Context: an optimization exercise on an open-source flow, tuned for small area, a short achievable clock period and few clock cycles. The choices shown serve that exercise and are no tape-out recipe.
The RTL was checked by simulation tests, not by an equivalence proof against the original design.
Power is estimated from default activity; no workload was simulated.

===== design/flow/config.mk =====
export PLATFORM = sky130hd
export DESIGN_NAME = fcodec
export DESIGN_NICKNAME = fcodec
export VERILOG_FILES = /design/flow/design.v
export SDC_FILE = /design/flow/constraint.sdc
export NUM_CORES = 4
export LEC_CHECK = 0
export CAP_MARGIN = 20
export CORE_MARGIN = 2
export CORE_UTILIZATION = 30
export SLEW_MARGIN = 20

===== design/flow/constraint.sdc =====
create_clock -name core_clock -period 17.0 [get_ports {clk}]
set_input_delay 3.4000 -clock core_clock [delete_from_list [all_inputs] [get_ports {clk}]]
set_output_delay 3.4000 -clock core_clock [all_outputs]
set_load 0.01 [all_outputs]

===== design/flow/design.v =====
module fcodec (
    input  wire       clk,
    input  wire       rst,           
    input  wire       host_en,
    input  wire       host_we,
    input  wire [7:0] host_addr,
    input  wire [7:0] host_wdata,
    output reg  [7:0] host_rdata,
    output wire       busy,
    output wire       tx_valid,
    output wire [7:0] tx_data,
    input  wire       tx_ready,
    input  wire       rx_valid,
    input  wire [7:0] rx_data
);
    localparam [2:0] S_IDLE  = 3'd0,
                     S_AMUL  = 3'd1,    
                     S_ARND  = 3'd2,    
                     S_AFIN  = 3'd3,    
                     S_AREM  = 3'd4,    
                     S_UPRE  = 3'd5,    
                     S_UMUL  = 3'd6,    
                     S_UPACK = 3'd7;    
    reg  [4:0]  err;
    reg  [7:0]  id_r;
    reg  [7:0]  speed;
    reg  [3:0]  txptr;
    reg  [3:0]  rxcnt;
    reg  [63:0] angle_in;
    reg  [15:0] units;
    reg  [9:0]  rdeg;           
    reg  [15:0] pos;
    reg  [63:0] angle_out;
    reg  [7:0]  rxf [0:7];
    reg         posvalid;
    reg  [1:0]  ftype;          
    reg  [7:0]  fa, fb, fc;
    reg         txv_q;          
    reg  [7:0]  txd_q;          
    reg  [2:0]  state;
    reg         busy_q;
    reg  [2:0]  cnt;
    reg         enc;            
    reg         dec;            
    reg  [75:0] acc;
    reg  signed [11:0] shr;     
    reg  [15:0] mn;             
    reg  [3:0]  lz;
    reg         usign;
    assign busy     = busy_q;
    assign tx_valid = txv_q;
    assign tx_data  = txd_q;
    wire f_none  = (ftype == 2'd0);
    wire f_spd   = (ftype == 2'd1);
    wire f_prb   = (ftype == 2'd3);
    wire [7:0] ck = f_none ? 8'h00 : (8'h80 - fa - fb - fc);
    wire [3:0] txlen = f_none ? 4'd0 : (f_prb ? 4'd7 : 4'd8);
    function [7:0] fbyte;
        input [2:0] i;
        input [1:0] ft;
        input [7:0] a, b, c, k;
        begin
            case (i)
                3'd0: fbyte = (ft == 2'd3) ? 8'h80 : 8'h00;
                3'd1: fbyte = (ft == 2'd3) ? a : ((ft == 2'd0) ? 8'h00 : 8'h80);
                3'd2: fbyte = c;
                3'd3: fbyte = (ft == 2'd1 || ft == 2'd2) ? a : 8'h00;
                3'd4: fbyte = b;
                3'd5: fbyte = k;
                default: fbyte = 8'h00;
            endcase
        end
    endfunction
    wire txbusy = txv_q;
    wire rxfull = rxcnt[3];
    wire [7:0] rxsum = rxf[0] + rxf[1] + rxf[2] + rxf[3] + rxf[4] + rxf[5] + rxf[6] + rxf[7];
    wire rxsumok = rxfull && (rxsum == 8'd0);
    wire errany  = (err != 5'd0);
    wire [7:0] status = {3'b000, errany, posvalid, rxsumok, rxfull, txbusy};
    wire hwr    = host_en && host_we && !busy_q;
    wire cmd_wr = hwr && (host_addr == 8'h00);
    wire [7:0] cw = host_wdata;
    reg [7:0] rd_mux;
    always @(*) begin
        rd_mux = 8'h00;
        case (host_addr[7:3])
            5'b00000:
                case (host_addr[2:0])
                    3'd1: rd_mux = status;
                    3'd2: rd_mux = {3'b000, err};
                    3'd3: rd_mux = id_r;
                    3'd4: rd_mux = speed;
                    3'd5: rd_mux = {4'd0, txlen};
                    3'd6: rd_mux = {4'd0, txptr};
                    3'd7: rd_mux = {4'd0, rxcnt};
                    default: rd_mux = 8'h00;
                endcase
            5'b00001: rd_mux = angle_in[63 - 8*host_addr[2:0] -: 8];
            5'b00010:
                case (host_addr[2:0])
                    3'd0: rd_mux = units[15:8];
                    3'd1: rd_mux = units[7:0];
                    3'd2: rd_mux = {{6{rdeg[9]}}, rdeg[9:8]};
                    3'd3: rd_mux = rdeg[7:0];
                    3'd4: rd_mux = pos[15:8];
                    3'd5: rd_mux = pos[7:0];
                    default: rd_mux = 8'h00;
                endcase
            5'b00011: rd_mux = angle_out[63 - 8*host_addr[2:0] -: 8];
            5'b00100: rd_mux = fbyte(host_addr[2:0], ftype, fa, fb, fc, ck);
            5'b00101: rd_mux = rxf[host_addr[2:0]];
            default:  rd_mux = 8'h00;
        endcase
    end
    wire mode_u = (state == S_UMUL);
    wire first  = (state == S_IDLE) || (mode_u && cnt == 3'd0);
    wire last   = (state == S_AMUL && cnt == 3'd6) || (mode_u && cnt == 3'd1);
    reg [7:0] abyte;
    always @(*) begin
        case (cnt)
            3'd0: abyte = angle_in[7:0];
            3'd1: abyte = angle_in[15:8];
            3'd2: abyte = angle_in[23:16];
            3'd3: abyte = angle_in[31:24];
            3'd4: abyte = angle_in[39:32];
            3'd5: abyte = angle_in[47:40];
            3'd6: abyte = {4'b0001, angle_in[51:48]};
            default: abyte = 8'h00;
        endcase
    end
    wire [7:0] mb = mode_u ? (cnt[0] ? mn[15:8] : mn[7:0]) : abyte;
    reg [71:0] rom_lo, rom_hi;
    always @(*) begin
        case ({mode_u, mb[3:0]})
            5'd0: rom_lo = 72'h000000000000000000;
            5'd1: rom_lo = 72'h00001ca5dc1a47a9e3;
            5'd2: rom_lo = 72'h0000394bb8348f53c6;
            5'd3: rom_lo = 72'h000055f1944ed6fda9;
            5'd4: rom_lo = 72'h0000729770691ea78c;
            5'd5: rom_lo = 72'h00008f3d4c8366516f;
            5'd6: rom_lo = 72'h0000abe3289dadfb52;
            5'd7: rom_lo = 72'h0000c88904b7f5a535;
            5'd8: rom_lo = 72'h0000e52ee0d23d4f18;
            5'd9: rom_lo = 72'h000101d4bcec84f8fb;
            5'd10: rom_lo = 72'h00011e7a9906cca2de;
            5'd11: rom_lo = 72'h00013b207521144cc1;
            5'd12: rom_lo = 72'h000157c6513b5bf6a4;
            5'd13: rom_lo = 72'h0001746c2d55a3a087;
            5'd14: rom_lo = 72'h00019112096feb4a6a;
            5'd15: rom_lo = 72'h0001adb7e58a32f44d;
            5'd16: rom_lo = 72'h000000000000000000;
            5'd17: rom_lo = 72'h0e4c3881e9b6707cdd;
            5'd18: rom_lo = 72'h1c987103d36ce0f9ba;
            5'd19: rom_lo = 72'h2ae4a985bd23517697;
            5'd20: rom_lo = 72'h3930e207a6d9c1f374;
            5'd21: rom_lo = 72'h477d1a899090327051;
            5'd22: rom_lo = 72'h55c9530b7a46a2ed2e;
            5'd23: rom_lo = 72'h64158b8d63fd136a0b;
            5'd24: rom_lo = 72'h7261c40f4db383e6e8;
            5'd25: rom_lo = 72'h80adfc913769f463c5;
            5'd26: rom_lo = 72'h8efa3513212064e0a2;
            5'd27: rom_lo = 72'h9d466d950ad6d55d7f;
            5'd28: rom_lo = 72'hab92a616f48d45da5c;
            5'd29: rom_lo = 72'hb9dede98de43b65739;
            5'd30: rom_lo = 72'hc82b171ac7fa26d416;
            5'd31: rom_lo = 72'hd6774f9cb1b09750f3;
            default: rom_lo = 72'h0;
        endcase
    end
    always @(*) begin
        case ({mode_u, mb[7:4]})
            5'd0: rom_hi = 72'h000000000000000000;
            5'd1: rom_hi = 72'h00001ca5dc1a47a9e3;
            5'd2: rom_hi = 72'h0000394bb8348f53c6;
            5'd3: rom_hi = 72'h000055f1944ed6fda9;
            5'd4: rom_hi = 72'h0000729770691ea78c;
            5'd5: rom_hi = 72'h00008f3d4c8366516f;
            5'd6: rom_hi = 72'h0000abe3289dadfb52;
            5'd7: rom_hi = 72'h0000c88904b7f5a535;
            5'd8: rom_hi = 72'h0000e52ee0d23d4f18;
            5'd9: rom_hi = 72'h000101d4bcec84f8fb;
            5'd10: rom_hi = 72'h00011e7a9906cca2de;
            5'd11: rom_hi = 72'h00013b207521144cc1;
            5'd12: rom_hi = 72'h000157c6513b5bf6a4;
            5'd13: rom_hi = 72'h0001746c2d55a3a087;
            5'd14: rom_hi = 72'h00019112096feb4a6a;
            5'd15: rom_hi = 72'h0001adb7e58a32f44d;
            5'd16: rom_hi = 72'h000000000000000000;
            5'd17: rom_hi = 72'h0e4c3881e9b6707cdd;
            5'd18: rom_hi = 72'h1c987103d36ce0f9ba;
            5'd19: rom_hi = 72'h2ae4a985bd23517697;
            5'd20: rom_hi = 72'h3930e207a6d9c1f374;
            5'd21: rom_hi = 72'h477d1a899090327051;
            5'd22: rom_hi = 72'h55c9530b7a46a2ed2e;
            5'd23: rom_hi = 72'h64158b8d63fd136a0b;
            5'd24: rom_hi = 72'h7261c40f4db383e6e8;
            5'd25: rom_hi = 72'h80adfc913769f463c5;
            5'd26: rom_hi = 72'h8efa3513212064e0a2;
            5'd27: rom_hi = 72'h9d466d950ad6d55d7f;
            5'd28: rom_hi = 72'hab92a616f48d45da5c;
            5'd29: rom_hi = 72'hb9dede98de43b65739;
            5'd30: rom_hi = 72'hc82b171ac7fa26d416;
            5'd31: rom_hi = 72'hd6774f9cb1b09750f3;
            default: rom_hi = 72'h0;
        endcase
    end
    wire [75:0] acc_in   = first ? 76'd0 : acc;
    wire [75:0] msum     = acc_in + {4'd0, rom_lo} + {rom_hi, 4'd0};
    wire [75:0] acc_step = last ? msum : {8'd0, msum[75:8]};
    wire [10:0] a_e   = angle_in[62:52];
    wire        a_s   = angle_in[63];
    wire        pL    = acc[57];
    wire [52:0] kept  = pL ? acc[57:5] : acc[56:4];
    wire        guard = pL ? acc[4] : acc[3];
    wire        stk   = (pL ? (acc[3:0] != 4'd0) : (acc[2:0] != 3'd0)) || (angle_in[47:0] != 48'd0);
    wire        rup   = guard && (stk || kept[0]);
    wire [53:0] rnd   = {1'b0, kept} + {53'd0, rup};
    wire [11:0] ovs   = {1'b0, a_e} + {11'd0, pL} + {11'd0, rnd[53]};
    wire        ovf   = (ovs > 12'd2041);
    wire signed [11:0] sh0 = 12'sd1070 - $signed({1'b0, a_e}) - $signed({11'd0, pL});
    wire [10:0] rx2   = {acc[53:44], acc[43]};
    wire [10:0] rred  = (rx2 >= 11'd720) ? (rx2 - 11'd720) :
                        (rx2 >= 11'd360) ? (rx2 - 11'd360) : rx2;
    wire [53:0]  dm    = acc[53:0];
    wire [11:0]  jd    = shr - 12'sd44;
    wire [3:0]   jj    = (jd > 12'd11) ? 4'd11 : jd[3:0];
    wire [9:0]   n10   = (jj >= 4'd10) ? 10'd0 : (dm[53:44] >> jj);
    wire         hbit  = (jj >= 4'd11) ? 1'b0 : dm[6'd43 + {2'd0, jj}];
    wire [53:0]  smask = ~({54{1'b1}} << (6'd43 + {2'd0, jj}));
    wire         sbit  = (jj >= 4'd11) ? 1'b1 : ((dm & smask) != 54'd0);
    wire         crn   = (jj == 4'd10) && (dm == {1'b0, {53{1'b1}}});
    wire [9:0]   nred  = (n10 >= 10'd360) ? (n10 - 10'd360) : n10;
    wire [9:0]   tk    = nred + {9'd0, a_s ? (hbit && sbit) : (hbit || crn)};
    wire [9:0]   k_val = a_s ? (10'd0 - tk) : tk;
    wire [15:0]  t10   = {3'd0, tk, 3'd0} + {5'd0, tk, 1'b0};
    wire [15:0]  u_val = a_s ? (16'd1500 - t10) : (16'd1500 + t10);
    wire [15:0] usrc = dec ? pos : units;
    wire [16:0] uv   = {1'b0, usrc} - 17'd1500;
    wire [15:0] um   = uv[16] ? (16'd0 - uv[15:0]) : uv[15:0];
    reg  [3:0]  ulz;
    integer li;
    always @(*) begin
        ulz = 4'd0;
        for (li = 0; li < 16; li = li + 1)
            if (um[li]) ulz = 4'd15 - li[3:0];
    end
    wire [15:0] umn  = um << ulz;
    wire        qL    = acc[75];
    wire [52:0] qkept = qL ? acc[75:23] : acc[74:22];
    wire        qg    = qL ? acc[22] : acc[21];
    wire [53:0] qm    = {1'b0, qkept} + {53'd0, qg};
    wire [51:0] qfrac = qm[53] ? qm[52:1] : qm[51:0];
    wire [10:0] qexp  = 11'd1028 - {7'd0, lz} + {10'd0, qL} + {10'd0, qm[53]};
    wire [63:0] q_res = mn[15] ? {usign, qexp, qfrac} : 64'd0;
    wire c_spd   = cmd_wr && (cw == 8'h01);
    wire c_unt   = cmd_wr && (cw == 8'h02);
    wire c_ang   = cmd_wr && (cw == 8'h03);
    wire c_prb   = cmd_wr && (cw == 8'h04);
    wire c_a2u   = cmd_wr && (cw == 8'h05);
    wire c_u2a   = cmd_wr && (cw == 8'h06);
    wire c_dec   = cmd_wr && (cw == 8'h07);
    wire c_rxc   = cmd_wr && (cw == 8'h08);
    wire c_bad   = cmd_wr && (cw > 8'h08);
    wire enc_cmd   = c_spd || c_unt || c_ang || c_prb;
    wire e_busy    = enc_cmd && txbusy;
    wire a_nan     = (a_e == 11'h7FF);
    wire start_a   = (c_a2u || (c_ang && !txbusy)) && !a_nan;
    wire e_conv0   = (c_a2u || (c_ang && !txbusy)) && a_nan;
    wire e_short   = c_dec && !rxfull;
    wire start_u   = c_u2a || (c_dec && rxfull);
    wire fin_a     = (state == S_AFIN);
    wire ld_spd    = c_spd && !txbusy;
    wire ld_prb    = c_prb && !txbusy;
    wire ld_unt    = (c_unt && !txbusy) || (fin_a && enc);
    wire load      = ld_spd || ld_prb || ld_unt;
    wire [15:0] usel = fin_a ? u_val : units;
    wire take      = txv_q && tx_ready;
    wire [3:0] tp1 = txptr + 4'd1;
    integer i;
    reg [3:0] rxcnt_c;
    reg [2:0] st_n;
    always @(*) begin
        st_n = state;
        case (state)
            S_IDLE:  st_n = start_a ? S_AMUL : (start_u ? S_UPRE : S_IDLE);
            S_AMUL:  if (cnt == 3'd6) st_n = S_ARND;
            S_ARND:  st_n = ovf ? S_IDLE : ((sh0 < 12'sd44) ? S_AREM : S_AFIN);
            S_AREM:  if (shr == 12'sd43) st_n = S_AFIN;
            S_AFIN:  st_n = S_IDLE;
            S_UPRE:  st_n = S_UMUL;
            S_UMUL:  if (cnt == 3'd1) st_n = S_UPACK;
            default: st_n = S_IDLE;
        endcase
    end
    always @(posedge clk) begin
        if (state == S_ARND)
            acc[53:0] <= rnd;
        else if (state == S_AREM)
            acc[53:0] <= {1'b0, rred[8:0], acc[42:0], 1'b0};
        else
            acc <= acc_step;
        shr   <= (state == S_ARND) ? sh0 : (shr + 12'sd1);
        mn    <= umn;
        lz    <= ulz;
        usign <= uv[16];
        host_rdata <= rd_mux;
        if (rst) begin
            err       <= 5'd0;
            id_r      <= 8'h00;
            speed     <= 8'h64;
            txptr     <= 4'd0;
            rxcnt     <= 4'd0;
            angle_in  <= 64'd0;
            units     <= 16'd0;
            rdeg      <= 10'd0;
            pos       <= 16'd0;
            angle_out <= 64'd0;
            posvalid  <= 1'b0;
            for (i = 0; i < 8; i = i + 1)
                rxf[i] <= 8'h00;
            ftype  <= 2'd0;
            fa     <= 8'h00;
            fb     <= 8'h00;
            fc     <= 8'h00;
            txv_q  <= 1'b0;
            txd_q  <= 8'h00;
            state  <= S_IDLE;
            busy_q <= 1'b0;
            cnt    <= 3'd0;
            enc    <= 1'b0;
            dec    <= 1'b0;
        end else begin
            state  <= st_n;
            busy_q <= (st_n != S_IDLE);
            case (state)
                S_IDLE:  cnt <= start_a ? 3'd1 : 3'd0;
                S_AMUL:  cnt <= (cnt == 3'd6) ? 3'd0 : cnt + 3'd1;
                S_UMUL:  cnt <= (cnt == 3'd1) ? 3'd0 : cnt + 3'd1;
                default: cnt <= 3'd0;
            endcase
            if (state == S_IDLE) begin
                enc <= c_ang;
                dec <= c_dec;
            end
            if (hwr) begin
                case (host_addr)
                    8'h03: id_r  <= host_wdata;
                    8'h04: speed <= host_wdata;
                    8'h10: units[15:8] <= host_wdata;
                    8'h11: units[7:0]  <= host_wdata;
                    default:
                        if (host_addr[7:3] == 5'b00001)
                            angle_in[63 - 8*host_addr[2:0] -: 8] <= host_wdata;
                endcase
            end
            if (c_dec && rxfull)
                pos <= {rxf[6], rxf[7]};
            if (fin_a) begin
                units <= u_val;
                rdeg  <= k_val;
            end
            if (state == S_UPACK) begin
                angle_out <= q_res;
                if (dec)
                    posvalid <= 1'b1;
            end
            if (load) begin
                ftype <= ld_spd ? 2'd1 : (ld_prb ? 2'd3 : 2'd2);
                fa    <= ld_unt ? usel[15:8] : id_r;
                fb    <= ld_spd ? speed : (ld_unt ? usel[7:0] : 8'h00);
                fc    <= ld_spd ? 8'hE9 : (ld_unt ? id_r : 8'h87);
                txptr <= 4'd0;
                txv_q <= 1'b1;
                txd_q <= ld_prb ? 8'h80 : 8'h00;
            end else if (take) begin
                txptr <= tp1;
                txv_q <= (tp1 < txlen);
                txd_q <= fbyte(tp1[2:0], ftype, fa, fb, fc, ck);
            end
            if (c_rxc) begin
                posvalid <= 1'b0;
                for (i = 0; i < 8; i = i + 1)
                    rxf[i] <= 8'h00;
            end
            rxcnt_c = c_rxc ? 4'd0 : rxcnt;
            if (rx_valid && !rxcnt_c[3]) begin
                rxf[rxcnt_c[2:0]] <= rx_data;
                rxcnt_c = rxcnt_c + 4'd1;
            end
            rxcnt <= rxcnt_c;
            err <= (err & ~((hwr && host_addr == 8'h02) ? host_wdata[4:0] : 5'd0))
                 | {rx_valid && !c_rxc && rxcnt[3],
                    e_short,
                    e_conv0 || (state == S_ARND && ovf),
                    e_busy,
                    c_bad};
        end
    end
endmodule

===== design/flow/run.sh =====
#!/bin/bash
# synth_recipe.tcl (not shown) runs the flow's synth.tcl, then flattens the netlist and writes it again
# the make line also repeats each setting of config.mk as NAME=value (left out here)
make -C /OpenROAD-flow-scripts/flow DESIGN_CONFIG=/design/flow/config.mk WORK_HOME=/design/flow/orfs CLKGATE_MAP_FILE= SYNTH_SCRIPT=/design/flow/synth_recipe.tcl finish

==> results.py <==
metrics = {
    "routing": {
        "drc_errors": 0,
        "viasPerCell": 5.83,
        "drtPass1Iterations": 9,
        "final_antenna_net_count": 0,
        "vias": 41800,
        "drt_wl_total_um": 168000,
        "wl_per_cell_um": 23.5,
        "drt_iter0_drc": 4783,
    },
    "die": {
        "coreArea_um2": 138000,
        "start_util": 0.303,
        "dieWidth_um": 377,
        "fp-row-count": 136,
        "dieArea_um2": 142000,
        "dieHeight_um": 377,
        "io_pins": 48,
    },
    "sta": {
        "max-slew-margin-rel": 0.237,
        "finalCriticalPeriod_ns": 9.68,
        "tightest_slew_ns": 1.14,
        "setup_tns_ns": 0,
        "rsz0062_at_grt": "false",
        "timing.final.crit_share": 0.570,
        "hold_viol_final": 0,
        "setup_viol": 0,
        "clock_skew_ns": 0.0276,
        "hold_ws_ns": 0.456,
        "finalMaxSlewViolations": 0,
        "fmax_ghz": 0.103,
    },
    "worst_setup_path": {
        "end_kind": "flop",
        "crit_buf_inv": 3,
        "crit_type": "reg2reg",
        "critPathArrivalTime_ns": 10.22,
        "reg2reg_slack_ns": 7.32,
        "critical_path.top_delay_family": "compound AO/OA/AOI/OAI gates",
        "cp.required_ns": 17.53,
        "crit_path_max_fanout": 55,
        "cp_slowest_cell": "ha_1",
        "cpPeakStageDelay_ns": 0.81,
        "start_kind": "flop",
    },
    "clocking": {
        "hold_buffers": 0,
        "cts-resized-gates": 0,
        "clock_sinks": 422,
        "clock_path_buffers": 3,
        "post-cts-setup-buffers": 0,
        "cts_tree": "built",
        "clkSlewWorstSetupHoldPaths_ns": 0.06,
        "clk_latency_ns": 0.66,
        "clk_root_buffer_cell": "clkbuf_16",
        "cts_buffers": 49,
        "htree_levels": 2,
    },
    "global_route": {
        "antenna_found_initial": 5,
        "grtUsageTotal": 0.228,
        "grt_pass1_wl_um": 251000,
        "grt_max_degree": 143,
        "grt_pass1_vias": 38800,
        "overflow": 0,
    },
    "run": {
        "drv_cap": 0,
    },
    "synthesis": {
        "synth_simple_gate_area_share": 0.227,
        "ys_ff_latch": 422,
        "yosys_warnings": 1,
        "async_flop_share": 0,
        "synth_top_area_frac": 0.161,
        "synthTopCellsByArea": "dfxtp_1 (16%), nand2_1 (6.7%), ha_1 (6.3%)",
        "synth_compound_area_frac": 0.247,
        "synth_top_family_by_area": "compound AO/OA/AOI/OAI gates",
        "synth_ff_type": "dfxtp_1",
        "syn_inst": 5538,
        "synthMuxAreaShare": 0.0645,
        "syn_area_um2": 41700,
        "yosysTopAreaCell": "dfxtp_1",
        "synthAdderAreaFrac": 0.120,
        "synth_seq_area_share": 0.223,
        "syn_avg_cell_area_um2": 7.53,
        "synthDistinctLibCells": 100,
        "synth-xor-area-share": 0.0568,
        "synth_nets": 5897,
        "synth-edff-count": 86,
    },
    "cells_and_area": {
        "register_area_um2": 9310,
        "area_growth_pct": 8.81,
        "fillers": 14600,
        "nNetsFinal": 5685,
        "drive_gt1_frac": 0.0645,
        "multiInputGateArea_um2": 30000,
    },
    "worst_hold_path": {
        "min_path_type": "reg2reg",
    },
    "place": {
        "hpwl_um": 128000,
        "place.port_buffers": 47,
        "gp_congestion": 1.01,
    },
    "run_status": {
        "status": "timing/DRC/antenna clean",
    },
    "power_and_ir_drop": {
        "leakage_nw": 17.3,
        "p_per_area_nw_per_um2": 57.6,
        "peakVddDrop_mv": 0.0696,
    },
}
[worst reg2reg max path: cells and delay by family (launching register included)]
family | cells | cell delay [ns]
XOR/XNOR | 1 | 0.20
flip-flops | 1 | 0.56
adder cells (fa/ha/maj) | 3 | 1.67
AO/OA/AOI/OAI | 15 | 5.14
AND/OR/NAND/NOR | 6 | 1.01
buffers and inverters | 3 | 1.02
[registers in the layout (all words and copies together) (netlist names), 4 cells and up]
register,flops
fb,8
shr,12
txd_q,8
angle_in,64
units,16
err,5
txptr,4
fa,8
mn,16
angle_out,61
fc,8
id_r,8
host_rdata,8
pos,16
rxf,64
acc,76
speed,8
lz,4
rxcnt,4
rdeg,10
[cells in the mapped netlist, types with 17 or more instances]
library cell / count
a211oi_1: 83
a21o_1: 89
a21oi_1: 474
a221oi_1: 26
a222oi_1: 18
a22oi_1: 86
a311oi_1: 17
a31oi_1: 55
a32oi_1: 41
and2_1: 152
and3_1: 42
buf_1: 39
clkbuf_1: 348
dfxtp_1: 336
edfxtp_1: 86
fa_1: 120
ha_1: 209
inv_1: 259
mux2_2: 56
mux2i_1: 121
mux4_2: 37
nand2_1: 744
nand2b_1: 43
nand3_1: 152
nand3b_1: 17
nand4_1: 56
nor2_1: 541
nor2b_1: 46
nor3_1: 102
nor4_1: 49
o211ai_1: 66
o21a_1: 23
o21ai_0: 353
o21bai_1: 26
o22ai_1: 40
o31ai_1: 27
or3_1: 26
or4_1: 17
xnor2_1: 171
xor2_1: 93
[per-layer routing]
metal,part of all wire,GRT usage,up-vias
met5,0,0,-
met4,0.042,0.0891,0
met3,0.073,0.0315,311
met2,0.46,0.373,1857
met1,0.42,0.303,20200
li1,-,-,19400
[power by group]
part           total, mW  internal [mW]  switching [mW]
sequential          1.07           1.04          0.0297
clock               1.14          0.644           0.499
combinational      0.401          0.154           0.246
[stage by stage]
step | instances | total power [mW] | utilization | instance area [µm²] | setup WS (ns)
final | 7162 | 2.61 | 0.329 | 45300 | 7.32
after global routing | 7161 | 2.71 | 0.329 | 45300 | 6.57
after CTS | 7158 | 2.63 | 0.329 | 45300 | 7.56
after detailed placement | 7068 | 1.49 | 0.317 | 43600 | 7.59
after global placement | 7068 | 1.48 | 0.317 | 43600 | 7.69
after floorplan | 5538 | 1.38 | - | 41700 | 9.30
[cell type report]
class	count	share of cell area
antenna	3	0.000166
clock buffer	60	0.0286
clock inverter	30	0.00869
inverter	268	0.0222
multi-input combinational	4452	0.661
sequential	422	0.205
tap	1794	0.0495
timing repair buffer	133	0.0249
[cell families (layout without fill, tap and decap cells)]
group,after synthesis,in the layout
DFF,422,422
other,0,3
adders and majority gates,329,329
AOI/OAI and AO/OA,1596,1596
muxes,215,215
and+or+nand+nor,2046,2046
buffers and inverters,664,491
xor gates and xnor gates,266,266
[cells in the final DEF (no fill, tap or decap), types with 27 or more instances in the layout]
| cell type | n |
|---|---|
| a22oi_1 | 86 |
| ha_1 | 209 |
| nand3_1 | 151 |
| o31ai_1 | 27 |
| nor4_1 | 46 |
| dfxtp_1 | 336 |
| a21oi_1 | 472 |
| nand2b_1 | 43 |
| clkbuf_16 | 49 |
| nor3_1 | 99 |
| nand4_1 | 56 |
| buf_4 | 83 |
| a21o_1 | 89 |
| nand2_1 | 743 |
| xnor2_1 | 171 |
| nor2_1 | 538 |
| mux2i_1 | 121 |
| mux4_2 | 37 |
| nor2b_1 | 46 |
| a31oi_1 | 55 |
| xor2_1 | 93 |
| edfxtp_1 | 86 |
| inv_1 | 258 |
| and3_1 | 41 |
| clkdlybuf4s50_1 | 44 |
| a32oi_1 | 41 |
| o22ai_1 | 39 |
| o21ai_0 | 353 |
| fa_1 | 120 |
| o211ai_1 | 66 |
| and2_1 | 152 |
| mux2_2 | 56 |
| a211oi_1 | 82 |
[path summary, 6_finish.rpt]
path,from,end,cells past startpoint
min,angle_out[33],angle_out[33],2
min reg2reg,angle_out[33],angle_out[33],2
max,state[0],acc[52],28
max reg2reg,state[0],acc[52],28
Testbench counts, summed over its fixed seeds: cycles 79,467.

[separate check: timing with driven ports]
The flow's constraints put no driver on any port. The routed layout listed below was extracted and timed again, unchanged, in two steps.
Step 1: set_driving_cell puts a clkbuf_16 on clk and a buf_2 on each other input, an assumption about the parent block.
Step 2 adds t to the input delays and takes it off the output delays; t is the mean of the earliest and latest rising clock arrival at the registers after step 1. Input paths then give back, and output paths get back, about the clock's delay inside the block.
Three values: no drivers, after step 1, after step 2; two values: the first two.
shift t [ns]: 0.716
setup slack, ns: 7.316 / 7.316 / 7.316
worst hold slack (ns): 0.456 / 0.456 / 0.456
worst setup path at the end: register to register
clock arrival spread, ns: 0.029 / 0.029
After both steps setup and hold are still met in this run. The setup slack of this run moves by 0.000 ns with the drivers and by 0.000 ns with both steps.
